Background: an optimization exercise with open tools, aiming at small area, a short achievable clock period and few clock cycles. Do not read the settings as production practice. Where RTL was checked, it was by simulation tests only, not by an equivalence proof against the original. For runs 2 and 3, only the layout was checked, not whether the RTL still works.

==> design.v <==
module pxe_core (
    input  wire        clk,
    input  wire        rst,
    input  wire        cmd_valid,
    output wire        cmd_ready,
    input  wire [4:0]  cmd_op,
    input  wire [31:0] cmd_key,
    input  wire [15:0] cmd_height,
    input  wire [15:0] cmd_width,
    input  wire        in_valid,
    output wire        in_ready,
    input  wire [23:0] in_data,
    output wire        out_valid,
    input  wire        out_ready,
    output wire [23:0] out_data,
    output wire        mem_ren_a,
    output wire [9:0]  mem_raddr_a,
    input  wire [31:0] mem_rdata_a,
    output wire        mem_ren_b,
    output wire [9:0]  mem_raddr_b,
    input  wire [31:0] mem_rdata_b,
    output wire        mem_we,
    output wire [9:0]  mem_waddr,
    output wire [31:0] mem_wdata
);
    localparam [1:0] S_IDLE   = 2'd0,
                     S_RESEED = 2'd1,
                     S_DRAW   = 2'd2,
                     S_MATH   = 2'd3;
    localparam [1:0] P_J1  = 2'd0,    
                     P_J2  = 2'd1,    
                     P_SMP = 2'd2;    
    reg [1:0]  state;
    reg        shuf;        
    reg        dec;
    reg [31:0] x;           
    reg [9:0]  cnt;         
    reg [9:0]  ra;          
    reg        msb;         
    reg        d_valid;     
    reg        w_valid;     
    reg [15:0] wm1, col, row;
    reg [1:0]  phase;
    reg [1:0]  j1;
    reg [1:0]  cp0, cp1, cp2;
    reg [1:0]  bsel;        
    reg [23:0] out_reg;
    reg        out_v;
    wire [31:0] x_mix = x ^ {30'd0, x[31:30]};
    wire [31:0] x_inv = ~x_mix;
    wire cs_s1 = 1'b1 ^ cnt[0] ^ x_mix[0];
    wire cs_c2 = (1'b1 & cnt[0]) | (1'b1 & x_mix[0]) | (cnt[0] & x_mix[0]);
    wire cs_s3 = cnt[1] ^ x_mix[1];
    wire cs_c4 = cnt[1] & x_mix[1];
    wire cs_s5 = cnt[2] ^ x_mix[2] ^ x_mix[0];
    wire cs_c6 = (cnt[2] & x_mix[2]) | (cnt[2] & x_mix[0]) | (x_mix[2] & x_mix[0]);
    wire cs_s7 = cnt[3] ^ x_mix[3] ^ x_mix[1];
    wire cs_c8 = (cnt[3] & x_mix[3]) | (cnt[3] & x_mix[1]) | (x_mix[3] & x_mix[1]);
    wire cs_s9 = cnt[4] ^ x_mix[4] ^ x_mix[2];
    wire cs_c10 = (cnt[4] & x_mix[4]) | (cnt[4] & x_mix[2]) | (x_mix[4] & x_mix[2]);
    wire cs_s11 = 1'b1 ^ cnt[5] ^ x_mix[5];
    wire cs_c12 = (1'b1 & cnt[5]) | (1'b1 & x_mix[5]) | (cnt[5] & x_mix[5]);
    wire cs_s13 = x_mix[3] ^ x_inv[0];
    wire cs_c14 = x_mix[3] & x_inv[0];
    wire cs_s15 = cnt[6] ^ x_mix[6] ^ x_mix[4];
    wire cs_c16 = (cnt[6] & x_mix[6]) | (cnt[6] & x_mix[4]) | (x_mix[6] & x_mix[4]);
    wire cs_s17 = 1'b1 ^ cnt[7] ^ x_mix[7];
    wire cs_c18 = (1'b1 & cnt[7]) | (1'b1 & x_mix[7]) | (cnt[7] & x_mix[7]);
    wire cs_s19 = x_mix[5] ^ x_inv[2] ^ x_inv[0];
    wire cs_c20 = (x_mix[5] & x_inv[2]) | (x_mix[5] & x_inv[0]) | (x_inv[2] & x_inv[0]);
    wire cs_s21 = cnt[8] ^ x_mix[8] ^ x_mix[6];
    wire cs_c22 = (cnt[8] & x_mix[8]) | (cnt[8] & x_mix[6]) | (x_mix[8] & x_mix[6]);
    wire cs_s23 = x_inv[3] ^ x_inv[1];
    wire cs_c24 = x_inv[3] & x_inv[1];
    wire cs_s25 = cnt[9] ^ x_mix[9] ^ x_mix[7];
    wire cs_c26 = (cnt[9] & x_mix[9]) | (cnt[9] & x_mix[7]) | (x_mix[9] & x_mix[7]);
    wire cs_s27 = x_mix[0] ^ x_inv[4] ^ x_inv[2];
    wire cs_c28 = (x_mix[0] & x_inv[4]) | (x_mix[0] & x_inv[2]) | (x_inv[4] & x_inv[2]);
    wire cs_s29 = x_mix[10] ^ x_mix[8] ^ x_mix[1];
    wire cs_c30 = (x_mix[10] & x_mix[8]) | (x_mix[10] & x_mix[1]) | (x_mix[8] & x_mix[1]);
    wire cs_s31 = x_inv[5] ^ x_inv[3];
    wire cs_c32 = x_inv[5] & x_inv[3];
    wire cs_s33 = x_mix[11] ^ x_mix[9] ^ x_mix[2];
    wire cs_c34 = (x_mix[11] & x_mix[9]) | (x_mix[11] & x_mix[2]) | (x_mix[9] & x_mix[2]);
    wire cs_s35 = x_mix[0] ^ x_inv[6] ^ x_inv[4];
    wire cs_c36 = (x_mix[0] & x_inv[6]) | (x_mix[0] & x_inv[4]) | (x_inv[6] & x_inv[4]);
    wire cs_s37 = x_mix[12] ^ x_mix[10] ^ x_mix[3];
    wire cs_c38 = (x_mix[12] & x_mix[10]) | (x_mix[12] & x_mix[3]) | (x_mix[10] & x_mix[3]);
    wire cs_s39 = x_mix[1] ^ x_inv[7] ^ x_inv[5];
    wire cs_c40 = (x_mix[1] & x_inv[7]) | (x_mix[1] & x_inv[5]) | (x_inv[7] & x_inv[5]);
    wire cs_s41 = x_mix[13] ^ x_mix[11] ^ x_mix[4];
    wire cs_c42 = (x_mix[13] & x_mix[11]) | (x_mix[13] & x_mix[4]) | (x_mix[11] & x_mix[4]);
    wire cs_s43 = x_mix[2] ^ x_inv[8] ^ x_inv[6];
    wire cs_c44 = (x_mix[2] & x_inv[8]) | (x_mix[2] & x_inv[6]) | (x_inv[8] & x_inv[6]);
    wire cs_s45 = x_mix[14] ^ x_mix[12] ^ x_mix[5];
    wire cs_c46 = (x_mix[14] & x_mix[12]) | (x_mix[14] & x_mix[5]) | (x_mix[12] & x_mix[5]);
    wire cs_s47 = x_mix[3] ^ x_inv[9] ^ x_inv[7];
    wire cs_c48 = (x_mix[3] & x_inv[9]) | (x_mix[3] & x_inv[7]) | (x_inv[9] & x_inv[7]);
    wire cs_s49 = 1'b1 ^ x_mix[15] ^ x_mix[13];
    wire cs_c50 = (1'b1 & x_mix[15]) | (1'b1 & x_mix[13]) | (x_mix[15] & x_mix[13]);
    wire cs_s51 = x_mix[6] ^ x_mix[4] ^ x_inv[10];
    wire cs_c52 = (x_mix[6] & x_mix[4]) | (x_mix[6] & x_inv[10]) | (x_mix[4] & x_inv[10]);
    wire cs_s53 = x_inv[8] ^ x_inv[0];
    wire cs_c54 = x_inv[8] & x_inv[0];
    wire cs_s55 = x_mix[16] ^ x_mix[14] ^ x_mix[7];
    wire cs_c56 = (x_mix[16] & x_mix[14]) | (x_mix[16] & x_mix[7]) | (x_mix[14] & x_mix[7]);
    wire cs_s57 = x_mix[5] ^ x_inv[11] ^ x_inv[9];
    wire cs_c58 = (x_mix[5] & x_inv[11]) | (x_mix[5] & x_inv[9]) | (x_inv[11] & x_inv[9]);
    wire cs_s59 = x_mix[17] ^ x_mix[15] ^ x_mix[8];
    wire cs_c60 = (x_mix[17] & x_mix[15]) | (x_mix[17] & x_mix[8]) | (x_mix[15] & x_mix[8]);
    wire cs_s61 = x_mix[6] ^ x_inv[12] ^ x_inv[10];
    wire cs_c62 = (x_mix[6] & x_inv[12]) | (x_mix[6] & x_inv[10]) | (x_inv[12] & x_inv[10]);
    wire cs_s63 = x_mix[18] ^ x_mix[16] ^ x_mix[9];
    wire cs_c64 = (x_mix[18] & x_mix[16]) | (x_mix[18] & x_mix[9]) | (x_mix[16] & x_mix[9]);
    wire cs_s65 = x_mix[7] ^ x_inv[13] ^ x_inv[11];
    wire cs_c66 = (x_mix[7] & x_inv[13]) | (x_mix[7] & x_inv[11]) | (x_inv[13] & x_inv[11]);
    wire cs_s67 = x_mix[19] ^ x_mix[17] ^ x_mix[10];
    wire cs_c68 = (x_mix[19] & x_mix[17]) | (x_mix[19] & x_mix[10]) | (x_mix[17] & x_mix[10]);
    wire cs_s69 = x_mix[8] ^ x_mix[0] ^ x_inv[14];
    wire cs_c70 = (x_mix[8] & x_mix[0]) | (x_mix[8] & x_inv[14]) | (x_mix[0] & x_inv[14]);
    wire cs_s71 = x_inv[12] ^ x_inv[4];
    wire cs_c72 = x_inv[12] & x_inv[4];
    wire cs_s73 = x_mix[20] ^ x_mix[18] ^ x_mix[11];
    wire cs_c74 = (x_mix[20] & x_mix[18]) | (x_mix[20] & x_mix[11]) | (x_mix[18] & x_mix[11]);
    wire cs_s75 = x_mix[9] ^ x_mix[1] ^ x_inv[15];
    wire cs_c76 = (x_mix[9] & x_mix[1]) | (x_mix[9] & x_inv[15]) | (x_mix[1] & x_inv[15]);
    wire cs_s77 = x_inv[13] ^ x_inv[5];
    wire cs_c78 = x_inv[13] & x_inv[5];
    wire cs_s79 = x_mix[21] ^ x_mix[19] ^ x_mix[12];
    wire cs_c80 = (x_mix[21] & x_mix[19]) | (x_mix[21] & x_mix[12]) | (x_mix[19] & x_mix[12]);
    wire cs_s81 = x_mix[10] ^ x_mix[2] ^ x_inv[16];
    wire cs_c82 = (x_mix[10] & x_mix[2]) | (x_mix[10] & x_inv[16]) | (x_mix[2] & x_inv[16]);
    wire cs_s83 = x_inv[14] ^ x_inv[6];
    wire cs_c84 = x_inv[14] & x_inv[6];
    wire cs_s85 = x_mix[22] ^ x_mix[20] ^ x_mix[13];
    wire cs_c86 = (x_mix[22] & x_mix[20]) | (x_mix[22] & x_mix[13]) | (x_mix[20] & x_mix[13]);
    wire cs_s87 = x_mix[11] ^ x_mix[3] ^ x_inv[17];
    wire cs_c88 = (x_mix[11] & x_mix[3]) | (x_mix[11] & x_inv[17]) | (x_mix[3] & x_inv[17]);
    wire cs_s89 = x_inv[15] ^ x_inv[7];
    wire cs_c90 = x_inv[15] & x_inv[7];
    wire cs_s91 = x_mix[23] ^ x_mix[21] ^ x_mix[14];
    wire cs_c92 = (x_mix[23] & x_mix[21]) | (x_mix[23] & x_mix[14]) | (x_mix[21] & x_mix[14]);
    wire cs_s93 = x_mix[12] ^ x_mix[4] ^ x_inv[18];
    wire cs_c94 = (x_mix[12] & x_mix[4]) | (x_mix[12] & x_inv[18]) | (x_mix[4] & x_inv[18]);
    wire cs_s95 = x_inv[16] ^ x_inv[8];
    wire cs_c96 = x_inv[16] & x_inv[8];
    wire cs_s97 = x_mix[24] ^ x_mix[22] ^ x_mix[15];
    wire cs_c98 = (x_mix[24] & x_mix[22]) | (x_mix[24] & x_mix[15]) | (x_mix[22] & x_mix[15]);
    wire cs_s99 = x_mix[13] ^ x_mix[5] ^ x_inv[19];
    wire cs_c100 = (x_mix[13] & x_mix[5]) | (x_mix[13] & x_inv[19]) | (x_mix[5] & x_inv[19]);
    wire cs_s101 = x_inv[17] ^ x_inv[9];
    wire cs_c102 = x_inv[17] & x_inv[9];
    wire cs_s103 = x_mix[25] ^ x_mix[23] ^ x_mix[16];
    wire cs_c104 = (x_mix[25] & x_mix[23]) | (x_mix[25] & x_mix[16]) | (x_mix[23] & x_mix[16]);
    wire cs_s105 = x_mix[14] ^ x_mix[6] ^ x_inv[20];
    wire cs_c106 = (x_mix[14] & x_mix[6]) | (x_mix[14] & x_inv[20]) | (x_mix[6] & x_inv[20]);
    wire cs_s107 = x_inv[18] ^ x_inv[10];
    wire cs_c108 = x_inv[18] & x_inv[10];
    wire cs_s109 = 1'b1 ^ x_mix[26] ^ x_mix[24];
    wire cs_c110 = (1'b1 & x_mix[26]) | (1'b1 & x_mix[24]) | (x_mix[26] & x_mix[24]);
    wire cs_s111 = x_mix[17] ^ x_mix[15] ^ x_mix[7];
    wire cs_c112 = (x_mix[17] & x_mix[15]) | (x_mix[17] & x_mix[7]) | (x_mix[15] & x_mix[7]);
    wire cs_s113 = x_inv[21] ^ x_inv[19] ^ x_inv[11];
    wire cs_c114 = (x_inv[21] & x_inv[19]) | (x_inv[21] & x_inv[11]) | (x_inv[19] & x_inv[11]);
    wire cs_s115 = x_mix[27] ^ x_mix[25] ^ x_mix[18];
    wire cs_c116 = (x_mix[27] & x_mix[25]) | (x_mix[27] & x_mix[18]) | (x_mix[25] & x_mix[18]);
    wire cs_s117 = x_mix[16] ^ x_mix[8] ^ x_inv[22];
    wire cs_c118 = (x_mix[16] & x_mix[8]) | (x_mix[16] & x_inv[22]) | (x_mix[8] & x_inv[22]);
    wire cs_s119 = x_inv[20] ^ x_inv[12] ^ x_inv[1];
    wire cs_c120 = (x_inv[20] & x_inv[12]) | (x_inv[20] & x_inv[1]) | (x_inv[12] & x_inv[1]);
    wire cs_s121 = 1'b1 ^ x_mix[28] ^ x_mix[26];
    wire cs_c122 = (1'b1 & x_mix[28]) | (1'b1 & x_mix[26]) | (x_mix[28] & x_mix[26]);
    wire cs_s123 = x_mix[19] ^ x_mix[17] ^ x_mix[9];
    wire cs_c124 = (x_mix[19] & x_mix[17]) | (x_mix[19] & x_mix[9]) | (x_mix[17] & x_mix[9]);
    wire cs_s125 = x_inv[23] ^ x_inv[21] ^ x_inv[13];
    wire cs_c126 = (x_inv[23] & x_inv[21]) | (x_inv[23] & x_inv[13]) | (x_inv[21] & x_inv[13]);
    wire cs_s127 = x_inv[2] ^ x_inv[0];
    wire cs_c128 = x_inv[2] & x_inv[0];
    wire cs_s129 = x_mix[29] ^ x_mix[27] ^ x_mix[20];
    wire cs_c130 = (x_mix[29] & x_mix[27]) | (x_mix[29] & x_mix[20]) | (x_mix[27] & x_mix[20]);
    wire cs_s131 = x_mix[18] ^ x_mix[10] ^ x_inv[24];
    wire cs_c132 = (x_mix[18] & x_mix[10]) | (x_mix[18] & x_inv[24]) | (x_mix[10] & x_inv[24]);
    wire cs_s133 = x_inv[22] ^ x_inv[14] ^ x_inv[3];
    wire cs_c134 = (x_inv[22] & x_inv[14]) | (x_inv[22] & x_inv[3]) | (x_inv[14] & x_inv[3]);
    wire cs_s135 = x_mix[30] ^ x_mix[28] ^ x_mix[21];
    wire cs_c136 = (x_mix[30] & x_mix[28]) | (x_mix[30] & x_mix[21]) | (x_mix[28] & x_mix[21]);
    wire cs_s137 = x_mix[19] ^ x_mix[11] ^ x_inv[25];
    wire cs_c138 = (x_mix[19] & x_mix[11]) | (x_mix[19] & x_inv[25]) | (x_mix[11] & x_inv[25]);
    wire cs_s139 = x_inv[23] ^ x_inv[15] ^ x_inv[4];
    wire cs_c140 = (x_inv[23] & x_inv[15]) | (x_inv[23] & x_inv[4]) | (x_inv[15] & x_inv[4]);
    wire cs_s141 = x_mix[31] ^ x_mix[29] ^ x_mix[22];
    wire cs_s143 = x_mix[20] ^ x_mix[12] ^ x_mix[0];
    wire cs_s145 = x_inv[26] ^ x_inv[24] ^ x_inv[16];
    wire cs_s147 = x_inv[5] ^ x_inv[3];
    wire cs_s149 = cs_c10 ^ cs_s13 ^ cs_s11;
    wire cs_c150 = (cs_c10 & cs_s13) | (cs_c10 & cs_s11) | (cs_s13 & cs_s11);
    wire cs_s151 = x_inv[1] ^ cs_c14 ^ cs_c12;
    wire cs_c152 = (x_inv[1] & cs_c14) | (x_inv[1] & cs_c12) | (cs_c14 & cs_c12);
    wire cs_s153 = cs_c16 ^ cs_s17 ^ cs_s19;
    wire cs_c154 = (cs_c16 & cs_s17) | (cs_c16 & cs_s19) | (cs_s17 & cs_s19);
    wire cs_s155 = cs_c18 ^ cs_s23 ^ cs_c20;
    wire cs_c156 = (cs_c18 & cs_s23) | (cs_c18 & cs_c20) | (cs_s23 & cs_c20);
    wire cs_s157 = cs_c24 ^ cs_c22 ^ cs_s25;
    wire cs_c158 = (cs_c24 & cs_c22) | (cs_c24 & cs_s25) | (cs_c22 & cs_s25);
    wire cs_s159 = cs_c26 ^ cs_s31 ^ cs_c28;
    wire cs_c160 = (cs_c26 & cs_s31) | (cs_c26 & cs_c28) | (cs_s31 & cs_c28);
    wire cs_s161 = cs_c32 ^ cs_c30 ^ cs_s33;
    wire cs_c162 = (cs_c32 & cs_c30) | (cs_c32 & cs_s33) | (cs_c30 & cs_s33);
    wire cs_s163 = cs_c34 ^ cs_c36 ^ cs_s37;
    wire cs_c164 = (cs_c34 & cs_c36) | (cs_c34 & cs_s37) | (cs_c36 & cs_s37);
    wire cs_s165 = cs_c38 ^ cs_c40 ^ cs_s41;
    wire cs_c166 = (cs_c38 & cs_c40) | (cs_c38 & cs_s41) | (cs_c40 & cs_s41);
    wire cs_s167 = cs_c42 ^ cs_c44 ^ cs_s45;
    wire cs_c168 = (cs_c42 & cs_c44) | (cs_c42 & cs_s45) | (cs_c44 & cs_s45);
    wire cs_s169 = cs_c46 ^ cs_s53 ^ cs_c48;
    wire cs_c170 = (cs_c46 & cs_s53) | (cs_c46 & cs_c48) | (cs_s53 & cs_c48);
    wire cs_s171 = cs_s49 ^ cs_s51;
    wire cs_c172 = cs_s49 & cs_s51;
    wire cs_s173 = x_inv[1] ^ cs_c54 ^ cs_c50;
    wire cs_c174 = (x_inv[1] & cs_c54) | (x_inv[1] & cs_c50) | (cs_c54 & cs_c50);
    wire cs_s175 = cs_c52 ^ cs_s55 ^ cs_s57;
    wire cs_c176 = (cs_c52 & cs_s55) | (cs_c52 & cs_s57) | (cs_s55 & cs_s57);
    wire cs_s177 = x_inv[2] ^ cs_c56 ^ cs_c58;
    wire cs_c178 = (x_inv[2] & cs_c56) | (x_inv[2] & cs_c58) | (cs_c56 & cs_c58);
    wire cs_s179 = cs_s59 ^ cs_s61;
    wire cs_c180 = cs_s59 & cs_s61;
    wire cs_s181 = x_inv[3] ^ cs_c60 ^ cs_c62;
    wire cs_c182 = (x_inv[3] & cs_c60) | (x_inv[3] & cs_c62) | (cs_c60 & cs_c62);
    wire cs_s183 = cs_s63 ^ cs_s65;
    wire cs_c184 = cs_s63 & cs_s65;
    wire cs_s185 = cs_c64 ^ cs_s71 ^ cs_c66;
    wire cs_c186 = (cs_c64 & cs_s71) | (cs_c64 & cs_c66) | (cs_s71 & cs_c66);
    wire cs_s187 = cs_s67 ^ cs_s69;
    wire cs_c188 = cs_s67 & cs_s69;
    wire cs_s189 = cs_c72 ^ cs_c68 ^ cs_s77;
    wire cs_c190 = (cs_c72 & cs_c68) | (cs_c72 & cs_s77) | (cs_c68 & cs_s77);
    wire cs_s191 = cs_c70 ^ cs_s73 ^ cs_s75;
    wire cs_c192 = (cs_c70 & cs_s73) | (cs_c70 & cs_s75) | (cs_s73 & cs_s75);
    wire cs_s193 = cs_c78 ^ cs_c74 ^ cs_s83;
    wire cs_c194 = (cs_c78 & cs_c74) | (cs_c78 & cs_s83) | (cs_c74 & cs_s83);
    wire cs_s195 = cs_c76 ^ cs_s79 ^ cs_s81;
    wire cs_c196 = (cs_c76 & cs_s79) | (cs_c76 & cs_s81) | (cs_s79 & cs_s81);
    wire cs_s197 = cs_c84 ^ cs_c80 ^ cs_s89;
    wire cs_c198 = (cs_c84 & cs_c80) | (cs_c84 & cs_s89) | (cs_c80 & cs_s89);
    wire cs_s199 = cs_c82 ^ cs_s85 ^ cs_s87;
    wire cs_c200 = (cs_c82 & cs_s85) | (cs_c82 & cs_s87) | (cs_s85 & cs_s87);
    wire cs_s201 = cs_c90 ^ cs_c86 ^ cs_s95;
    wire cs_c202 = (cs_c90 & cs_c86) | (cs_c90 & cs_s95) | (cs_c86 & cs_s95);
    wire cs_s203 = cs_c88 ^ cs_s91 ^ cs_s93;
    wire cs_c204 = (cs_c88 & cs_s91) | (cs_c88 & cs_s93) | (cs_s91 & cs_s93);
    wire cs_s205 = cs_c96 ^ cs_c92 ^ cs_s101;
    wire cs_c206 = (cs_c96 & cs_c92) | (cs_c96 & cs_s101) | (cs_c92 & cs_s101);
    wire cs_s207 = cs_c94 ^ cs_s97 ^ cs_s99;
    wire cs_c208 = (cs_c94 & cs_s97) | (cs_c94 & cs_s99) | (cs_s97 & cs_s99);
    wire cs_s209 = cs_c102 ^ cs_c98 ^ cs_s107;
    wire cs_c210 = (cs_c102 & cs_c98) | (cs_c102 & cs_s107) | (cs_c98 & cs_s107);
    wire cs_s211 = cs_c100 ^ cs_s103 ^ cs_s105;
    wire cs_c212 = (cs_c100 & cs_s103) | (cs_c100 & cs_s105) | (cs_s103 & cs_s105);
    wire cs_s213 = x_inv[0] ^ cs_c108 ^ cs_c104;
    wire cs_c214 = (x_inv[0] & cs_c108) | (x_inv[0] & cs_c104) | (cs_c108 & cs_c104);
    wire cs_s215 = cs_c106 ^ cs_s109 ^ cs_s111;
    wire cs_c216 = (cs_c106 & cs_s109) | (cs_c106 & cs_s111) | (cs_s109 & cs_s111);
    wire cs_s217 = cs_c110 ^ cs_c112 ^ cs_c114;
    wire cs_c218 = (cs_c110 & cs_c112) | (cs_c110 & cs_c114) | (cs_c112 & cs_c114);
    wire cs_s219 = cs_s115 ^ cs_s117 ^ cs_s119;
    wire cs_c220 = (cs_s115 & cs_s117) | (cs_s115 & cs_s119) | (cs_s117 & cs_s119);
    wire cs_s221 = cs_c116 ^ cs_s127 ^ cs_c118;
    wire cs_c222 = (cs_c116 & cs_s127) | (cs_c116 & cs_c118) | (cs_s127 & cs_c118);
    wire cs_s223 = cs_c120 ^ cs_s121 ^ cs_s123;
    wire cs_c224 = (cs_c120 & cs_s121) | (cs_c120 & cs_s123) | (cs_s121 & cs_s123);
    wire cs_s225 = x_inv[1] ^ cs_c128 ^ cs_c122;
    wire cs_c226 = (x_inv[1] & cs_c128) | (x_inv[1] & cs_c122) | (cs_c128 & cs_c122);
    wire cs_s227 = cs_c124 ^ cs_c126 ^ cs_s129;
    wire cs_c228 = (cs_c124 & cs_c126) | (cs_c124 & cs_s129) | (cs_c126 & cs_s129);
    wire cs_s229 = cs_s131 ^ cs_s133;
    wire cs_c230 = cs_s131 & cs_s133;
    wire cs_s231 = x_inv[2] ^ cs_c130 ^ cs_c132;
    wire cs_c232 = (x_inv[2] & cs_c130) | (x_inv[2] & cs_c132) | (cs_c130 & cs_c132);
    wire cs_s233 = cs_c134 ^ cs_s135 ^ cs_s137;
    wire cs_c234 = (cs_c134 & cs_s135) | (cs_c134 & cs_s137) | (cs_s135 & cs_s137);
    wire cs_s235 = cs_c136 ^ cs_s147 ^ cs_c138;
    wire cs_s237 = cs_c140 ^ cs_s141 ^ cs_s143;
    wire cs_s239 = cs_s15 ^ cs_s151 ^ cs_c150;
    wire cs_c240 = (cs_s15 & cs_s151) | (cs_s15 & cs_c150) | (cs_s151 & cs_c150);
    wire cs_s241 = cs_c152 ^ cs_s153;
    wire cs_c242 = cs_c152 & cs_s153;
    wire cs_s243 = cs_s21 ^ cs_c154 ^ cs_s155;
    wire cs_c244 = (cs_s21 & cs_c154) | (cs_s21 & cs_s155) | (cs_c154 & cs_s155);
    wire cs_s245 = cs_s27 ^ cs_c156 ^ cs_s157;
    wire cs_c246 = (cs_s27 & cs_c156) | (cs_s27 & cs_s157) | (cs_c156 & cs_s157);
    wire cs_s247 = cs_s29 ^ cs_c158 ^ cs_s159;
    wire cs_c248 = (cs_s29 & cs_c158) | (cs_s29 & cs_s159) | (cs_c158 & cs_s159);
    wire cs_s249 = cs_s35 ^ cs_c160 ^ cs_s161;
    wire cs_c250 = (cs_s35 & cs_c160) | (cs_s35 & cs_s161) | (cs_c160 & cs_s161);
    wire cs_s251 = cs_s39 ^ cs_c162 ^ cs_s163;
    wire cs_c252 = (cs_s39 & cs_c162) | (cs_s39 & cs_s163) | (cs_c162 & cs_s163);
    wire cs_s253 = cs_s43 ^ cs_c164 ^ cs_s165;
    wire cs_c254 = (cs_s43 & cs_c164) | (cs_s43 & cs_s165) | (cs_c164 & cs_s165);
    wire cs_s255 = cs_s47 ^ cs_c166 ^ cs_s167;
    wire cs_c256 = (cs_s47 & cs_c166) | (cs_s47 & cs_s167) | (cs_c166 & cs_s167);
    wire cs_s257 = cs_s171 ^ cs_c168 ^ cs_s169;
    wire cs_c258 = (cs_s171 & cs_c168) | (cs_s171 & cs_s169) | (cs_c168 & cs_s169);
    wire cs_s259 = cs_c172 ^ cs_s173 ^ cs_c170;
    wire cs_c260 = (cs_c172 & cs_s173) | (cs_c172 & cs_c170) | (cs_s173 & cs_c170);
    wire cs_s261 = cs_c174 ^ cs_s179 ^ cs_c176;
    wire cs_c262 = (cs_c174 & cs_s179) | (cs_c174 & cs_c176) | (cs_s179 & cs_c176);
    wire cs_s263 = cs_c180 ^ cs_s183 ^ cs_c178;
    wire cs_c264 = (cs_c180 & cs_s183) | (cs_c180 & cs_c178) | (cs_s183 & cs_c178);
    wire cs_s265 = cs_c184 ^ cs_s187 ^ cs_c182;
    wire cs_c266 = (cs_c184 & cs_s187) | (cs_c184 & cs_c182) | (cs_s187 & cs_c182);
    wire cs_s267 = cs_c188 ^ cs_s189 ^ cs_c186;
    wire cs_c268 = (cs_c188 & cs_s189) | (cs_c188 & cs_c186) | (cs_s189 & cs_c186);
    wire cs_s269 = cs_c190 ^ cs_s193 ^ cs_c192;
    wire cs_c270 = (cs_c190 & cs_s193) | (cs_c190 & cs_c192) | (cs_s193 & cs_c192);
    wire cs_s271 = cs_c194 ^ cs_s197 ^ cs_c196;
    wire cs_c272 = (cs_c194 & cs_s197) | (cs_c194 & cs_c196) | (cs_s197 & cs_c196);
    wire cs_s273 = cs_c198 ^ cs_s201 ^ cs_c200;
    wire cs_c274 = (cs_c198 & cs_s201) | (cs_c198 & cs_c200) | (cs_s201 & cs_c200);
    wire cs_s275 = cs_c202 ^ cs_s205 ^ cs_c204;
    wire cs_c276 = (cs_c202 & cs_s205) | (cs_c202 & cs_c204) | (cs_s205 & cs_c204);
    wire cs_s277 = cs_c206 ^ cs_s209 ^ cs_c208;
    wire cs_c278 = (cs_c206 & cs_s209) | (cs_c206 & cs_c208) | (cs_s209 & cs_c208);
    wire cs_s279 = cs_s113 ^ cs_c210 ^ cs_s213;
    wire cs_c280 = (cs_s113 & cs_c210) | (cs_s113 & cs_s213) | (cs_c210 & cs_s213);
    wire cs_s281 = cs_c212 ^ cs_s215;
    wire cs_c282 = cs_c212 & cs_s215;
    wire cs_s283 = cs_c214 ^ cs_c216 ^ cs_s217;
    wire cs_c284 = (cs_c214 & cs_c216) | (cs_c214 & cs_s217) | (cs_c216 & cs_s217);
    wire cs_s285 = cs_s125 ^ cs_c218 ^ cs_c220;
    wire cs_c286 = (cs_s125 & cs_c218) | (cs_s125 & cs_c220) | (cs_c218 & cs_c220);
    wire cs_s287 = cs_s221 ^ cs_s223;
    wire cs_c288 = cs_s221 & cs_s223;
    wire cs_s289 = cs_s225 ^ cs_s229 ^ cs_c222;
    wire cs_c290 = (cs_s225 & cs_s229) | (cs_s225 & cs_c222) | (cs_s229 & cs_c222);
    wire cs_s291 = cs_c224 ^ cs_s227;
    wire cs_c292 = cs_c224 & cs_s227;
    wire cs_s293 = cs_s139 ^ cs_c226 ^ cs_c230;
    wire cs_c294 = (cs_s139 & cs_c226) | (cs_s139 & cs_c230) | (cs_c226 & cs_c230);
    wire cs_s295 = cs_c228 ^ cs_s231 ^ cs_s233;
    wire cs_c296 = (cs_c228 & cs_s231) | (cs_c228 & cs_s233) | (cs_s231 & cs_s233);
    wire cs_s297 = cs_s145 ^ cs_c232 ^ cs_c234;
    wire cs_s299 = cs_s235 ^ cs_s237;
    wire cs_s301 = cs_s175 ^ cs_c258 ^ cs_s259;
    wire cs_c302 = (cs_s175 & cs_c258) | (cs_s175 & cs_s259) | (cs_c258 & cs_s259);
    wire cs_s303 = cs_s177 ^ cs_c260 ^ cs_s261;
    wire cs_c304 = (cs_s177 & cs_c260) | (cs_s177 & cs_s261) | (cs_c260 & cs_s261);
    wire cs_s305 = cs_s181 ^ cs_c262 ^ cs_s263;
    wire cs_c306 = (cs_s181 & cs_c262) | (cs_s181 & cs_s263) | (cs_c262 & cs_s263);
    wire cs_s307 = cs_s185 ^ cs_c264 ^ cs_s265;
    wire cs_c308 = (cs_s185 & cs_c264) | (cs_s185 & cs_s265) | (cs_c264 & cs_s265);
    wire cs_s309 = cs_s191 ^ cs_c266 ^ cs_s267;
    wire cs_c310 = (cs_s191 & cs_c266) | (cs_s191 & cs_s267) | (cs_c266 & cs_s267);
    wire cs_s311 = cs_s195 ^ cs_c268 ^ cs_s269;
    wire cs_c312 = (cs_s195 & cs_c268) | (cs_s195 & cs_s269) | (cs_c268 & cs_s269);
    wire cs_s313 = cs_s199 ^ cs_c270 ^ cs_s271;
    wire cs_c314 = (cs_s199 & cs_c270) | (cs_s199 & cs_s271) | (cs_c270 & cs_s271);
    wire cs_s315 = cs_s203 ^ cs_c272 ^ cs_s273;
    wire cs_c316 = (cs_s203 & cs_c272) | (cs_s203 & cs_s273) | (cs_c272 & cs_s273);
    wire cs_s317 = cs_s207 ^ cs_c274 ^ cs_s275;
    wire cs_c318 = (cs_s207 & cs_c274) | (cs_s207 & cs_s275) | (cs_c274 & cs_s275);
    wire cs_s319 = cs_s211 ^ cs_c276 ^ cs_s277;
    wire cs_c320 = (cs_s211 & cs_c276) | (cs_s211 & cs_s277) | (cs_c276 & cs_s277);
    wire cs_s321 = cs_s281 ^ cs_s279 ^ cs_c278;
    wire cs_c322 = (cs_s281 & cs_s279) | (cs_s281 & cs_c278) | (cs_s279 & cs_c278);
    wire cs_s323 = cs_s219 ^ cs_c282 ^ cs_c280;
    wire cs_c324 = (cs_s219 & cs_c282) | (cs_s219 & cs_c280) | (cs_c282 & cs_c280);
    wire cs_s325 = cs_s287 ^ cs_c284 ^ cs_s285;
    wire cs_c326 = (cs_s287 & cs_c284) | (cs_s287 & cs_s285) | (cs_c284 & cs_s285);
    wire cs_s327 = cs_c288 ^ cs_s291 ^ cs_c286;
    wire cs_c328 = (cs_c288 & cs_s291) | (cs_c288 & cs_c286) | (cs_s291 & cs_c286);
    wire cs_s329 = cs_c292 ^ cs_c290 ^ cs_s293;
    wire cs_c330 = (cs_c292 & cs_c290) | (cs_c292 & cs_s293) | (cs_c290 & cs_s293);
    wire cs_s331 = cs_c294 ^ cs_s299 ^ cs_c296;
    wire cs_s333 = cs_s283 ^ cs_c322 ^ cs_s323;
    wire cs_c334 = (cs_s283 & cs_c322) | (cs_s283 & cs_s323) | (cs_c322 & cs_s323);
    wire cs_s335 = cs_c324 ^ cs_s325;
    wire cs_c336 = cs_c324 & cs_s325;
    wire cs_s337 = cs_s289 ^ cs_c326 ^ cs_s327;
    wire cs_c338 = (cs_s289 & cs_c326) | (cs_s289 & cs_s327) | (cs_c326 & cs_s327);
    wire cs_s339 = cs_s295 ^ cs_c328 ^ cs_s329;
    wire cs_c340 = (cs_s295 & cs_c328) | (cs_s295 & cs_s329) | (cs_c328 & cs_s329);
    wire cs_s341 = cs_s297 ^ cs_c330 ^ cs_s331;
    wire [31:0] ms_a = {cs_c340, cs_c338, cs_c336, cs_c334, cs_s333, cs_c320, cs_c318, cs_c316, cs_c314, cs_c312, cs_c310, cs_c308, cs_c306, cs_c304, cs_c302, cs_s301, cs_c256, cs_c254, cs_c252, cs_c250, cs_c248, cs_c246, cs_c244, cs_c242, cs_c240, cs_s239, cs_s149, cs_c8, cs_c6, cs_c4, cs_s3, cs_s1};
    wire [31:0] ms_b = {cs_s341, cs_s339, cs_s337, cs_s335, 1'b0, cs_s321, cs_s319, cs_s317, cs_s315, cs_s313, cs_s311, cs_s309, cs_s307, cs_s305, cs_s303, 1'b0, cs_s257, cs_s255, cs_s253, cs_s251, cs_s249, cs_s247, cs_s245, cs_s243, cs_s241, 1'b0, 1'b0, cs_s9, cs_s7, cs_s5, cs_c2, 1'b0};
    wire [31:0] x_next = ms_a + ms_b;
    wire [9:0]  rb = (ra >= 10'd228) ? ra - 10'd228 : ra + 10'd396;
    wire [31:0] tw = mem_rdata_b ^ {1'b0, msb, mem_rdata_a[30:1]}
                     ^ (mem_rdata_a[0] ? 32'h9908B0DF : 32'h0);
    function [31:0] temper;
        input [31:0] v;
        reg [31:0] t;
        begin
            t = v ^ (v >> 11);
            t = t ^ ((t << 7)  & 32'h9D2C5680);
            t = t ^ ((t << 15) & 32'hEFC60000);
            t = t ^ (t >> 18);
            temper = t;
        end
    endfunction
    wire [31:0] word = temper(x);
    wire [7:0]  w8   = word[7:0];
    function [7:0] sel_byte;
        input [23:0] p;
        input [1:0]  k;
        begin
            case (k)
                2'd0:    sel_byte = p[7:0];
                2'd1:    sel_byte = p[15:8];
                default: sel_byte = p[23:16];
            endcase
        end
    endfunction
    wire [1:0] cp_b  = (bsel == 2'd0) ? cp0 : (bsel == 2'd1) ? cp1 : cp2;
    wire [1:0] src   = (shuf && !dec) ? cp_b : bsel;    
    wire [1:0] dst   = (shuf && dec)  ? cp_b : bsel;    
    wire [7:0] s_in  = sel_byte(in_data, src);
    wire        acc_nz = (w8[6:0] <= 7'd99);
    wire signed [9:0] nz  = $signed({3'b000, w8[6:0]}) - 10'sd50;
    wire signed [9:0] sv  = $signed({2'b00, s_in});
    wire signed [9:0] sum = dec ? (sv - nz) : (sv + nz);
    wire [7:0]  clipped = sum[9] ? 8'd0 : (sum[8] ? 8'd255 : sum[7:0]);
    wire [7:0]  res     = shuf ? clipped : (s_in ^ w8);
    wire [7:0]  k8  = x[7:0];
    wire [7:0]  mka = dec ? k8 : 8'd0;
    wire [7:0]  mkb = dec ? ~k8 : k8;
    wire [7:0]  mkc = dec ? 8'd0 : k8;
    wire [7:0]  m_r0 = (((in_data[7:0]   ^ mka) + mkb + {7'd0, dec}) ^ mkc);
    wire [7:0]  m_r1 = (((in_data[15:8]  ^ mka) + mkb + {7'd0, dec}) ^ mkc);
    wire [7:0]  m_r2 = (((in_data[23:16] ^ mka) + mkb + {7'd0, dec}) ^ mkc);
    wire out_free = !out_v || out_ready;
    wire in_draw  = (state == S_DRAW);
    wire smp_word = !shuf || (phase == P_SMP && acc_nz);
    wire consume  = w_valid && (!smp_word || (in_valid && out_free));
    wire put      = w_valid && smp_word && in_valid && out_free;    
    wire advance  = d_valid && (!w_valid || consume);
    wire pix_done = (put && bsel == 2'd2) ||
                    ((state == S_MATH) && in_valid && out_free);
    wire last_pix = (row == 16'd0) && (col == 16'd0);
    wire issue    = ((state == S_RESEED) && (cnt == 10'd623)) ||
                    (in_draw && !(pix_done && last_pix) && (!d_valid || advance));
    assign cmd_ready = (state == S_IDLE);
    assign in_ready  = (in_draw && w_valid && smp_word && bsel == 2'd2 && out_free) ||
                       ((state == S_MATH) && out_free);
    assign out_valid = out_v;
    assign out_data  = out_reg;
    assign mem_ren_a   = issue;
    assign mem_raddr_a = ra;
    assign mem_ren_b   = issue;
    assign mem_raddr_b = rb;
    assign mem_we      = (state == S_RESEED) || (in_draw && w_valid);
    assign mem_waddr   = cnt;
    assign mem_wdata   = x;
    always @(posedge clk) begin
        if (rst) begin
            state   <= S_IDLE;
            d_valid <= 1'b0;
            w_valid <= 1'b0;
            out_v   <= 1'b0;
        end else begin
            if (out_ready)
                out_v <= 1'b0;
            if (pix_done)
                out_v <= 1'b1;
            if (issue)
                ra <= (ra == 10'd623) ? 10'd0 : ra + 10'd1;
            case (state)
                S_IDLE: begin
                    if (cmd_valid) begin
                        shuf  <= cmd_op[2];
                        dec   <= cmd_op[4];
                        x     <= cmd_key;
                        cnt   <= 10'd0;
                        ra    <= 10'd1;
                        phase <= P_J1;
                        bsel  <= 2'd0;
                        wm1   <= cmd_width - 16'd1;
                        col   <= cmd_width - 16'd1;
                        row   <= cmd_height - 16'd1;
                        if (cmd_height == 16'd0 || cmd_width == 16'd0)
                            state <= S_IDLE;
                        else if (cmd_op[1])
                            state <= S_MATH;
                        else
                            state <= S_RESEED;
                    end
                end
                S_RESEED: begin
                    x   <= x_next;
                    if (cnt == 10'd0)
                        msb <= x[31];
                    if (cnt == 10'd623) begin
                        d_valid <= 1'b1;
                        state   <= S_DRAW;
                    end else begin
                        cnt <= cnt + 10'd1;
                    end
                end
                S_DRAW: begin
                    if (advance) begin
                        msb <= mem_rdata_a[31];
                        x   <= tw;
                        cnt <= (cnt == 10'd623) ? 10'd0 : cnt + 10'd1;
                    end
                    d_valid <= issue || (d_valid && !advance);
                    w_valid <= advance || (w_valid && !consume);
                    if (consume && shuf) begin
                        case (phase)
                            P_J1: begin
                                if (w8[1:0] != 2'd3) begin
                                    j1    <= w8[1:0];
                                    phase <= P_J2;
                                end
                            end
                            P_J2: begin
                                case ({j1, w8[0]})
                                    3'b000: begin cp0 <= 2'd1; cp1 <= 2'd2; cp2 <= 2'd0; end
                                    3'b001: begin cp0 <= 2'd2; cp1 <= 2'd1; cp2 <= 2'd0; end
                                    3'b010: begin cp0 <= 2'd2; cp1 <= 2'd0; cp2 <= 2'd1; end
                                    3'b011: begin cp0 <= 2'd0; cp1 <= 2'd2; cp2 <= 2'd1; end
                                    3'b100: begin cp0 <= 2'd1; cp1 <= 2'd0; cp2 <= 2'd2; end
                                    default: begin cp0 <= 2'd0; cp1 <= 2'd1; cp2 <= 2'd2; end
                                endcase
                                phase <= P_SMP;
                            end
                            default: ;
                        endcase
                    end
                    if (put) begin
                        case (dst)
                            2'd0:    out_reg[7:0]   <= res;
                            2'd1:    out_reg[15:8]  <= res;
                            default: out_reg[23:16] <= res;
                        endcase
                        bsel <= (bsel == 2'd2) ? 2'd0 : bsel + 2'd1;
                    end
                end
                S_MATH: begin
                    if (pix_done)
                        out_reg <= {m_r2, m_r1, m_r0};
                end
                default: state <= S_IDLE;
            endcase
            if (pix_done) begin
                if (last_pix) begin
                    state   <= S_IDLE;
                    d_valid <= 1'b0;
                    w_valid <= 1'b0;
                end else if (col == 16'd0) begin
                    col <= wm1;
                    row <= row - 16'd1;
                end else begin
                    col <= col - 16'd1;
                end
            end
        end
    end
endmodule
==> run.sh <==
#!/bin/bash
# synth_recipe.tcl (not shown) runs the flow's synth.tcl, then flattens the netlist and writes it again
# the make line also repeats each setting of config.mk as NAME=value (left out here)
make -C /OpenROAD-flow-scripts/flow DESIGN_CONFIG=/design/flow/config.mk WORK_HOME=/design/flow/orfs CLKGATE_MAP_FILE= SYNTH_SCRIPT=/design/flow/synth_recipe.tcl finish
==> config.mk <==
export PLATFORM = sky130hd
export DESIGN_NAME = pxe_core
export DESIGN_NICKNAME = pxe_core
export VERILOG_FILES = /design/flow/design.v
export SDC_FILE = /design/flow/constraint.sdc
export NUM_CORES = 4
export LEC_CHECK = 0
export CAP_MARGIN = 20
export CORE_MARGIN = 2
export CORE_UTILIZATION = 40
export SETUP_SLACK_MARGIN = 4.0
export SLEW_MARGIN = 20
==> constraint.sdc <==
create_clock -name core_clock -period 9.0 [get_ports {clk}]
set_input_delay 1.8000 -clock core_clock [delete_from_list [all_inputs] [get_ports {clk}]]
set_output_delay 1.8000 -clock core_clock [all_outputs]
set_load 0.01 [all_outputs]
==> results.toml, run 1 <==
[outcome]
outcome = "complete, no violations"

[clock_network]
cts_buffer_depth = 2
path_clk_slew_ns = 0.06
cts_buffers = 17
root_buffer = "clkbuf_16"
postCtsHoldBufs = 0
cts_htree_levels = 4
clk_latency_ns = 0.46
clock_sinks = 144
cts_tree = "yes"

[setup_path]
end_kind = "register"
r2r-start = "x[30]"
cp_top_family = "adder cells"
critPathMaxStageDelay_ns = 0.58
crit_chain = "xnor2_4 > buf_12 > inv_6 > fa_2 > inv_2 > fa_2 > fa_1 > ha_4 > a21o_1 > a21oi_4 > buf_4 > a31oi_4 > or4_4 > a31o_4 > a31oi_4 > xor2_2 > o221ai_2"
cp.required_ns = 9.17
critPathBufInv = 4
worst-endpoint-arrival_ns = 5.23
worstPathMaxFanout = 5
slowest_stage = "fa_1"
rr_worst_depth = 17
r2r_end = "x[19]"
r2r_slack_ns = 3.94
crit_type = "register to register"
start_kind = "register"

[global_route]
grt_pass1_wl_mm = 78.4
antenna_found_initial = 1
grt_max_degree = 71
gr-usage-all-layers_pct = 23.4
grt_pass1_vias = 14000
overflow = 0

[sta]
rsz0062_at_grt = "yes"
worstMarginPinSlew_ns = 0.933
finalSetupTns_ns = 0
slew_headroom_pct = 37.8
slew_violations = 0
postLayoutSetupSlackWorst_ns = 3.94
setup_viol = 0
hold_violations = 0
fin_crit_sh_pct = 56.2
finalCriticalPeriod_ns = 5.06
skew_ns = 0.0147
holdWs_ns = 0.505
max_freq_ghz = 0.198

[detailed_routing]
first_pass_iters = 5
avgRoutedWirePerCell_um = 19.2
ant_nets = 0
viasPerCell = 5.25
vias = 14100
drtIter0Drc = 731
routed_wl_mm = 51.6
drc = 0

[layout]
final_common_cell = "inv_1"
antenna_cells = 0
fin_util_pct = 52.8
layout-drive-gt1-share_pct = 13.8
largest_register_ffs = 32
layout.nets = 2562
layout_common_cells = "inv_1, clkdlybuf4s50_1, xnor2_1"
syn2layout_area_growth_pct = 30.9

[hold_path]
hp-start = "j1[1]"
hold_depth = 0
hold_end = "cp2[1]"
hold_class = "register to register"

[die]
dieArea_um2 = 43700
start_util_pct = 40.3
num_io_pins = 254
rows = 75
core_um2 = 41800
die_w_um = 209
die_y_um = 209

[place]
numPortBuffers = 251
pre_cts_slack_ns = 2.53
gpl.final_weighted_congestion = 0.895
dp_hpwl_mm = 38.5

[synthesis]
synth_edf_count = 139
syn-num-nets = 2222
postSynthCellCount = 1801
synth_seq_cells = 144
synth-async-reset-ratio_pct = 0
syn_area_um2 = 16800
ys.flop_type = "edfxtp_1"
yosysSeqAreaShare_pct = 25.4
ys_warn_count = 1
syn_avg_cell_area_um2 = 9.34
yosysUniqueCellTypes = 88

[run]
maxCapViolCount = 0
[logic make-up after synthesis]
group	Yosys count	synth area share (%)
buf+inv	329	7.49
compound gates	348	13.4
mux	24	1.44
flops	144	25.4
xor+xnor	253	13.9
fa+ha+maj	260	25.4
simple gates	443	12.9
[worst max path at each step]
stage | start | endpoint | slack [ns] | depth (start not counted)
detailed placement | x[1] | x[30] | 2.53 | 18
CTS | x[9] | x[30] | 3.87 | 19
global route | x[9] | x[30] | 3.81 | 20
global placement | x[2] | x[30] | 2.65 | 18
finish | x[30] | x[19] | 3.94 | 17
floorplan | x[2] | x[30] | 3.83 | 18
[through the flow]
step	cell area, um^2	instances
2_1_floorplan	16900	1801
3_3_place_gp	19900	2553
3_5_place_dp	19900	2553
4_1_cts	21300	2654
5_1_grt	22000	2693
6_report	22000	2693
[synth_stat cells (all sizes together), types with 7 or more instances]
cell	n	area, um^2
a211oi	10	80.1
a21o	38	285
a21oi	93	469
a22oi	21	158
a31oi	15	93.8
and2	9	56.3
and3	8	50.1
buf	12	70.1
clkbuf	39	146
edfxtp	139	4170
fa	137	2740
ha	122	1530
inv	276	1040
mux2i	22	220
nand2	103	389
nand2b	25	156
nand3	39	200
nand4	9	56.3
nor2	134	505
nor2b	20	125
nor3	37	190
nor3b	10	91.3
nor4	11	68.8
o211ai	23	178
o21a	10	75.1
o21ai	82	414
o31ai	7	62.6
or3	15	98.8
or4	7	52.6
xnor2	155	1380
xor2	93	841
[worst register-to-register path: cells and delay by family (launching register included)]
family	cells	cell delay, ns
AO/OA/AOI/OAI	6	1.09
flip-flops	1	0.53
AND/OR/NAND/NOR	1	0.51
XOR/XNOR	2	0.58
adder cells (fa/ha/maj)	4	1.71
buffers and inverters	4	0.36
[cell type report]
type | count | area (um^2)
fillers | 3700 | 19700
clock inverters | 15 | 124
repair buffers | 372 | 3490
well taps | 539 | 674
clock buffers | 17 | 425
flip-flops and latches | 144 | 4270
inverters | 278 | 1090
multi-input cells | 1328 | 12000
[metal layers]
layer | wire length, um | up-vias | GRT usage, %
met5 | 13 | - | 0
met4 | 1390 | 2 | 7.44
met3 | 3390 | 76 | 4.58
met2 | 24300 | 452 | 38.4
met1 | 22500 | 6862 | 31.4
li1 | - | 6740 | -
[repair_timing]
action                                  4_1_cts  5_1_grt
pin swaps                                    23       45
resized for setup                            70       90
endpoints found under the setup margin       46       38
buffers inserted                             69       39
Testbench counts, summed over its fixed seeds: cycles 72,153.
==> run 2: changes to the inputs <==
--- a/design.v
+++ b/design.v
@@ -35,11 +35,10 @@
     reg        dec;
     reg [31:0] x;           
     reg [9:0]  cnt;         
-    reg [9:0]  ra;          
     reg        msb;         
     reg        d_valid;     
     reg        w_valid;     
-    reg [15:0] wm1, col, row;
+    reg [15:0] wid, col, row;    
     reg [1:0]  phase;
     reg [1:0]  j1;
     reg [1:0]  cp0, cp1, cp2;
@@ -383,7 +382,10 @@
     wire [31:0] ms_a = {cs_c340, cs_c338, cs_c336, cs_c334, cs_s333, cs_c320, cs_c318, cs_c316, cs_c314, cs_c312, cs_c310, cs_c308, cs_c306, cs_c304, cs_c302, cs_s301, cs_c256, cs_c254, cs_c252, cs_c250, cs_c248, cs_c246, cs_c244, cs_c242, cs_c240, cs_s239, cs_s149, cs_c8, cs_c6, cs_c4, cs_s3, cs_s1};
     wire [31:0] ms_b = {cs_s341, cs_s339, cs_s337, cs_s335, 1'b0, cs_s321, cs_s319, cs_s317, cs_s315, cs_s313, cs_s311, cs_s309, cs_s307, cs_s305, cs_s303, 1'b0, cs_s257, cs_s255, cs_s253, cs_s251, cs_s249, cs_s247, cs_s245, cs_s243, cs_s241, 1'b0, 1'b0, cs_s9, cs_s7, cs_s5, cs_c2, 1'b0};
     wire [31:0] x_next = ms_a + ms_b;
-    wire [9:0]  rb = (ra >= 10'd228) ? ra - 10'd228 : ra + 10'd396;
+    wire [10:0] ra_s = {1'b0, cnt} + {9'd0, d_valid} + 11'd2;
+    wire [10:0] rb_s = {1'b0, cnt} + {9'd0, d_valid} + 11'd398;
+    wire [9:0]  ra   = (ra_s >= 11'd624) ? ra_s[9:0] - 10'd624 : ra_s[9:0];
+    wire [9:0]  rb   = (rb_s >= 11'd624) ? rb_s[9:0] - 10'd624 : rb_s[9:0];
     wire [31:0] tw = mem_rdata_b ^ {1'b0, msb, mem_rdata_a[30:1]}
                      ^ (mem_rdata_a[0] ? 32'h9908B0DF : 32'h0);
     function [31:0] temper;
@@ -415,18 +417,16 @@
     wire [1:0] dst   = (shuf && dec)  ? cp_b : bsel;    
     wire [7:0] s_in  = sel_byte(in_data, src);
     wire        acc_nz = (w8[6:0] <= 7'd99);
-    wire signed [9:0] nz  = $signed({3'b000, w8[6:0]}) - 10'sd50;
-    wire signed [9:0] sv  = $signed({2'b00, s_in});
-    wire signed [9:0] sum = dec ? (sv - nz) : (sv + nz);
-    wire [7:0]  clipped = sum[9] ? 8'd0 : (sum[8] ? 8'd255 : sum[7:0]);
+    wire [7:0]  s_inv   = s_in ^ {8{dec}};
+    wire [9:0]  sum     = {2'b00, s_inv} + {3'b000, w8[6:0]} - 10'd50;
+    wire [7:0]  clipped = (sum[9] ? 8'd0 : (sum[8] ? 8'd255 : sum[7:0])) ^ {8{dec}};
     wire [7:0]  res     = shuf ? clipped : (s_in ^ w8);
     wire [7:0]  k8  = x[7:0];
-    wire [7:0]  mka = dec ? k8 : 8'd0;
-    wire [7:0]  mkb = dec ? ~k8 : k8;
-    wire [7:0]  mkc = dec ? 8'd0 : k8;
-    wire [7:0]  m_r0 = (((in_data[7:0]   ^ mka) + mkb + {7'd0, dec}) ^ mkc);
-    wire [7:0]  m_r1 = (((in_data[15:8]  ^ mka) + mkb + {7'd0, dec}) ^ mkc);
-    wire [7:0]  m_r2 = (((in_data[23:16] ^ mka) + mkb + {7'd0, dec}) ^ mkc);
+    wire [7:0]  mka = dec ? ~k8 : 8'd0;
+    wire [7:0]  mkc = dec ? 8'hFF : k8;
+    wire [7:0]  m_r0 = ((in_data[7:0]   ^ mka) + k8) ^ mkc;
+    wire [7:0]  m_r1 = ((in_data[15:8]  ^ mka) + k8) ^ mkc;
+    wire [7:0]  m_r2 = ((in_data[23:16] ^ mka) + k8) ^ mkc;
     wire out_free = !out_v || out_ready;
     wire in_draw  = (state == S_DRAW);
     wire smp_word = !shuf || (phase == P_SMP && acc_nz);
@@ -435,7 +435,9 @@
     wire advance  = d_valid && (!w_valid || consume);
     wire pix_done = (put && bsel == 2'd2) ||
                     ((state == S_MATH) && in_valid && out_free);
-    wire last_pix = (row == 16'd0) && (col == 16'd0);
+    wire last_col = (col == 16'd1);
+    wire last_pix = last_col && (row == 16'd1);
+    wire [15:0] cr_dec = (last_col ? row : col) - 16'd1;
     wire issue    = ((state == S_RESEED) && (cnt == 10'd623)) ||
                     (in_draw && !(pix_done && last_pix) && (!d_valid || advance));
     assign cmd_ready = (state == S_IDLE);
@@ -461,8 +463,6 @@
                 out_v <= 1'b0;
             if (pix_done)
                 out_v <= 1'b1;
-            if (issue)
-                ra <= (ra == 10'd623) ? 10'd0 : ra + 10'd1;
             case (state)
                 S_IDLE: begin
                     if (cmd_valid) begin
@@ -470,12 +470,11 @@
                         dec   <= cmd_op[4];
                         x     <= cmd_key;
                         cnt   <= 10'd0;
-                        ra    <= 10'd1;
                         phase <= P_J1;
                         bsel  <= 2'd0;
-                        wm1   <= cmd_width - 16'd1;
-                        col   <= cmd_width - 16'd1;
-                        row   <= cmd_height - 16'd1;
+                        wid   <= cmd_width;
+                        col   <= cmd_width;
+                        row   <= cmd_height;
                         if (cmd_height == 16'd0 || cmd_width == 16'd0)
                             state <= S_IDLE;
                         else if (cmd_op[1])
@@ -545,11 +544,11 @@
                     state   <= S_IDLE;
                     d_valid <= 1'b0;
                     w_valid <= 1'b0;
-                end else if (col == 16'd0) begin
-                    col <= wm1;
-                    row <= row - 16'd1;
+                end else if (last_col) begin
+                    col <= wid;
+                    row <= cr_dec;
                 end else begin
-                    col <= col - 16'd1;
+                    col <= cr_dec;
                 end
             end
         end
--- a/config.mk
+++ b/config.mk
@@ -5,6 +5,7 @@
 export SDC_FILE = /design/flow/constraint.sdc
 export NUM_CORES = 4
 export LEC_CHECK = 0
+export ABC_CLOCK_PERIOD_IN_PS = 4000
 export CAP_MARGIN = 20
 export CORE_MARGIN = 2
 export CORE_UTILIZATION = 40
==> run 2 against run 1 <==
Count of clock-buffer cells in the layout unchanged. Non-clock buffer count is 40 higher. Setup slack worse by 0.24 ns. Sequential cell count is 10 lower. Cell count fell by 0.45%. Global-route usage increased by 2.5 points. Via count grew 3.5%. Synthesized cell count down 1.3%. Core utilization rose by 1.3 points. Critical path depth decreased by 2. Critical path type is now register to primary output.
==> results.toml, run 2 <==
[detailed_routing]
viasPerCell = 5.45
ant_nets = 0
m1WireLength_mm = 23.4
drc = 0
routed_wl_mm = 54.7
first_pass_iters = 5
highest_layer = "met4"
avgRoutedWirePerCell_um = 20.4
wl_met2_mm = 26.4
drtIter0Drc = 1119
vias = 14600
route.met3.wl_mm = 3.20

[die]
dieArea_um2 = 42500
num_io_pins = 254
die_y_um = 206
core_um2 = 40600
rows = 74
die_w_um = 206
start_util_pct = 40.3

[synthesis]
yosysUniqueCellTypes = 89
synthTopCellsByCount = "inv_1, a21oi_1, xnor2_1"
yosysMostFrequentCell = "inv_1"
postSynthCellCount = 1778
synthAdderAreaFrac_pct = 23.6
syn_area_um2 = 16300
ys_warn_count = 1
yosys-top-cells-area = "edfxtp_1, fa_1, xnor2_1"
synth-xor-area-share_pct = 12.0
netlist.area_leader.share_pct = 23.7
yosysSeqAreaShare_pct = 24.3
synth_top_family_by_area = "adder cells"
synth_seq_cells = 134
synth-compound-area-share_pct = 16.2
synth_edf_count = 129
yosys.area_share.simple_pct = 12.7
ys.flop_type = "edfxtp_1"
synth-async-reset-ratio_pct = 0
syn-num-nets = 2168
synthMuxAreaShare_pct = 3.03
syn_avg_cell_area_um2 = 9.18
synth_area_leader_cell = "edfxtp_1"

[layout]
largest_register_ffs = 32
layout.nets = 2526
syn2layout_area_growth_pct = 34.4
layout-drive-gt1-share_pct = 18.3
finalNonFillerCells = 2681
final_common_cell = "inv_1"
layout_common_cells = "inv_1, clkdlybuf4s50_1, buf_4"

[setup_path]
crit_end = "mem_raddr_a[6]"
r2r_slack_ns = 3.94
r2r-start = "x[2]"
worstPathMaxFanout = 9
cp.required_ns = 7.20
r2r_end = "x[30]"
critPathLaunch = "cnt[0]"
worst-endpoint-arrival_ns = 3.50
rr_worst_depth = 17
crit_type = "register to primary output"
end_kind = "primary output"
start_kind = "register"

[clock_network]
postCtsHoldBufs = 0
cts_buffer_depth = 2
root_buffer = "clkbuf_16"
path_clk_slew_ns = 0.07
clk_latency_ns = 0.46
cts_buffers = 17
cts_tree = "yes"
clock_sinks = 134
cts_htree_levels = 4

[global_route]
grt_pass1_vias = 14700
gr-usage-all-layers_pct = 25.9
antenna_found_initial = 1
grt_pass1_wl_mm = 83.6
overflow = 0
grt_max_degree = 69

[place]
numPortBuffers = 251
gpl.final_weighted_congestion = 0.874
pre_cts_slack_ns = 2.54
dp_hpwl_mm = 39.6
dp_cells = 2509

[sta]
holdWs_ns = 0.520
fin_crit_sh_pct = 58.9
skew_ns = 0.0146
postLayoutSetupSlackWorst_ns = 3.70
slew_violations = 0
rsz0062_at_grt = "yes"
finalCriticalPeriod_ns = 5.30
max_freq_ghz = 0.189
hold_violations = 0
slew_headroom_pct = 44.5
setup_viol = 0
finalSetupTns_ns = 0
worstMarginPinSlew_ns = 0.830

[outcome]
outcome = "complete, no violations"

[run]
maxCapViolCount = 0

[hold_path]
hold_class = "register to register"
hp-start = "j1[1]"
## run 2: what timing repair did
action / in CTS / in global routing
pin swaps: 45 / 53
setup buffers: 93 / 46
endpoints found under the setup margin: 57 / 48
cloned: 1 / 0
gates resized for setup: 192 / 110
## run 2: layout make-up
| class | count | area (um^2) |
|---|---|---|
| fill | 3745 | 18600 |
| antenna | 1 | 2.50 |
| multi-input combinational | 1305 | 11900 |
| sequential | 134 | 3980 |
| timing repair buffer | 412 | 3770 |
| clock buffer | 17 | 425 |
| clock inverter | 14 | 166 |
| inverter | 266 | 1060 |
| tap | 532 | 666 |
## run 2: logic make-up (layout without fill, tap and decap cells)
family,Yosys count,in the layout
fa+ha+maj,228,228
buf+inv,339,709
compound gates,411,411
xor+xnor,212,212
other cells,0,1
mux,47,47
simple gates,407,407
flops,134,134
## run 2: per-stage QoR
step	util [%]	instance area, um^2
6_report	54.1	21900
3_5_place_dp	47.8	19400
4_1_cts	52.5	21300
3_3_place_gp	47.8	19400
5_1_grt	54.1	21900
2_1_floorplan	-	16400
## run 2: how the worst min path moves through the flow
stage	endpoint	slack (ns)	cells after the start
3_5_place_dp	cp2[1]	0.50	0
5_1_grt	cp2[1]	0.53	0
3_3_place_gp	cp2[1]	0.49	0
6_report	cp2[1]	0.52	0
4_1_cts	cp2[1]	0.51	0
2_1_floorplan	state[0]	0.51	2
## run 2: layer usage
metal / vias up / global-route usage (%)
met5: - / 0
met1: 7183 / 34.7
li1: 6824 / -
met4: 0 / 8.37
met2: 529 / 43.3
met3: 88 / 3.67
## run 2: critical path: stages, from the launching register on
cell	delay, ns
edfxtp_1	0.43
ha_4	0.19
ha_4	0.19
buf_4	0.13
buf_4	0.11
nand3_1	0.15
xor2_4	0.22
buf_12	0.16
or4b_4	0.52
a31o_4	0.25
buf_6	0.12
buf_6	0.10
o21ai_2	0.10
a21oi_1	0.08
mux2i_1	0.13
buf_2	0.14
==> run 3: changes to the inputs <==
--- a/config.mk
+++ b/config.mk
@@ -5,7 +5,6 @@
 export SDC_FILE = /design/flow/constraint.sdc
 export NUM_CORES = 4
 export LEC_CHECK = 0
-export ABC_CLOCK_PERIOD_IN_PS = 4000
 export CAP_MARGIN = 20
 export CORE_MARGIN = 2
 export CORE_UTILIZATION = 40
==> run 3 against run 2 <==
Still clean. Core utilization did not move. Fmax did not move. Global-route usage did not move. Via count did not move. Register-to-register slack barely moved. Synthesized cell count did not move. Setup slack did not move. Synthesized area did not move. Largest cell class unchanged.
==> results.toml, run 3 <==
[sta]
skew_ns = 0.0146
finalCriticalPeriod_ns = 5.30
hold_violations = 0
setup_viol = 0
worstMarginPinSlew_ns = 0.830
max_freq_ghz = 0.189
slew_violations = 0
rsz0062_at_grt = "yes"
fin_crit_sh_pct = 58.9
slew_headroom_pct = 44.5
finalSetupTns_ns = 0

[global_route]
gr-usage-all-layers_pct = 25.9
grt_pass1_wl_mm = 83.6
top_usage_layer = "met2"
grt_use_met1_pct = 34.7
grt_pass1_vias = 14700
use_met3_pct = 3.67
antenna_found_initial = 1
overflow = 0
grt_max_degree = 69
use_met2_pct = 43.3

[setup_path]
start_kind = "register"
worst-endpoint-arrival_ns = 3.50
worstPathMaxFanout = 9
critPathMaxStageDelay_ns = 0.52
r2r_slack_ns = 3.94
r2r_end = "x[30]"
critPathBufInv = 6
cp_top_family = "buffers and inverters"
crit_chain = "ha_4 > ha_4 > buf_4 > buf_4 > nand3_1 > xor2_4 > buf_12 > or4b_4 > a31o_4 > buf_6 > buf_6 > o21ai_2 > a21oi_1 > mux2i_1 > buf_2"
r2r-start = "x[2]"
crit_type = "register to primary output"
rr_worst_depth = 17
end_kind = "primary output"
cp.required_ns = 7.20
slowest_stage = "or4b_4"

[detailed_routing]
first_pass_iters = 5
drc = 0
vias = 14600
ant_nets = 0
routed_wl_mm = 54.7
drtIter0Drc = 1119
viasPerCell = 5.45
avgRoutedWirePerCell_um = 20.4

[run]
maxCapViolCount = 0

[layout]
regArea_um2 = 3980
layout-drive-gt1-share_pct = 18.3
layout_common_cells = "inv_1, clkdlybuf4s50_1, buf_4"
syn2layout_area_growth_pct = 34.4
multi_input_area_um2 = 11900
final_common_cell = "inv_1"
finalNonFillerCells = 2681
layout.nets = 2526
fill_cells = 3745
largest_register_ffs = 32

[place]
dp_hpwl_mm = 39.6
dp_cells = 2509
numPortBuffers = 251
gpl.final_weighted_congestion = 0.874

[die]
rows = 74
num_io_pins = 254
die_y_um = 206
start_util_pct = 40.3
dieArea_um2 = 42500
core_um2 = 40600
die_w_um = 206

[clock_network]
cts_buffers = 17
cts_tree = "yes"
cts_htree_levels = 4
path_clk_slew_ns = 0.07
postCtsHoldBufs = 0
clock_sinks = 134
cts_buffer_depth = 2
root_buffer = "clkbuf_16"
clk_latency_ns = 0.46

[outcome]
outcome = "complete, no violations"

[hold_path]
hold_end = "cp2[1]"
hold_class = "register to register"
hp-start = "j1[1]"
hold_depth = 0

[synthesis]
syn-num-nets = 2168
ys_warn_count = 1
syn_avg_cell_area_um2 = 9.18
postSynthCellCount = 1778
ys.flop_type = "edfxtp_1"
netlist.area_leader.share_pct = 23.7
synth_seq_cells = 134
synth-async-reset-ratio_pct = 0
yosysSeqAreaShare_pct = 24.3
yosys-top-cells-area = "edfxtp_1, fa_1, xnor2_1"
syn_area_um2 = 16300
synthTopCellsByCount = "inv_1, a21oi_1, xnor2_1"
synth_edf_count = 129
yosysMostFrequentCell = "inv_1"
synth_area_leader_cell = "edfxtp_1"
yosysUniqueCellTypes = 89
-- run 3: cell counts after synthesis --
No cell type changed its count.
-- run 3: final cells by class --
class                           instances  share of cell area (%)
Timing Repair Buffer                  412                    17.2
Multi-Input combinational cell       1305                    54.1
Inverter                              266                    4.85
Clock buffer                           17                    1.94
Antenna cell                            1                  0.0114
Clock inverter                         14                   0.758
Sequential cell                       134                    18.1
Tap cell                              532                    3.03
-- run 3: kinds of logic after synthesis --
| family | Yosys count | share of synthesized area (%) |
|---|---|---|
| AO/OA/AOI/OAI | 411 | 16.2 |
| AND/OR/NAND/NOR | 407 | 12.7 |
| buffers and inverters | 339 | 8.14 |
| adder cells (fa/ha/maj) | 228 | 23.6 |
| XOR/XNOR | 212 | 12.0 |
| flip-flops | 134 | 24.3 |
| multiplexers | 47 | 3.03 |
-- run 3: stage by stage --
stage	hold WS (ns)	instance area, um^2	utilization (%)	setup WS (ns)
4_1_cts	0.512	21300	52.5	3.66
3_3_place_gp	0.486	19400	47.8	2.59
5_1_grt	0.532	21900	54.1	3.54
3_5_place_dp	0.497	19400	47.8	2.54
2_1_floorplan	0.512	16400	-	4.02
6_report	0.520	21900	54.1	3.70
-- run 3: worst max path at each step --
stage	start	end	slack (ns)	cells after the start
5_1_grt	cnt[0]	mem_raddr_a[6]	3.54	14
3_5_place_dp	x[2]	x[30]	2.54	17
2_1_floorplan	x[1]	x[30]	4.02	19
4_1_cts	cnt[0]	mem_raddr_a[6]	3.66	14
3_3_place_gp	in_data[1]	out_reg[18]	2.59	17
6_report	cnt[0]	mem_raddr_a[6]	3.70	15
-- run 3: what timing repair did --
item                                    in CTS  in global routing
pin swaps                                   45                 53
buffers inserted                            93                 46
resized for setup                          192                110
gates cloned                                 1                  0
endpoints found under the setup margin      57                 48
-- run 3: routing by layer --
metal  vias up  wire length, um
met4         0             1640
met2       529            26400
met1      7183            23400
met3        88             3200
li1       6824                -
met5         -                0

-- re-timing with driven ports --
The flow's constraints put no driver on any port. The routed layouts listed below were extracted and timed again, unchanged, in two steps.
Step 1, drivers: a clkbuf_16 drives clk and a buf_2 each remaining input, both assumed.
Step 2 moves the port delays by t, midway between the first and last clock arrival at a register: inputs arrive t later, outputs are due t later. That takes back most of the time a late clock gives input paths.
Three values: no drivers, after step 1, after step 2; two values: the first two.
run	shift t [ns]	setup WS [ns]	worst setup path after step 2	worst register clock-pin slew, ns
run 1	0.508	3.942 / 3.942 / 3.702	input to register	0.07 / 0.07
run 2	0.504	3.700 / 3.646 / 3.677	input to register	0.07 / 0.07
run 3	0.504	3.700 / 3.646 / 3.677	input to register	0.07 / 0.07
After both steps every run listed still meets setup and hold. The setup slack of run 1, which loses most, moves by 0.000 ns with the drivers and by -0.240 ns with both steps.
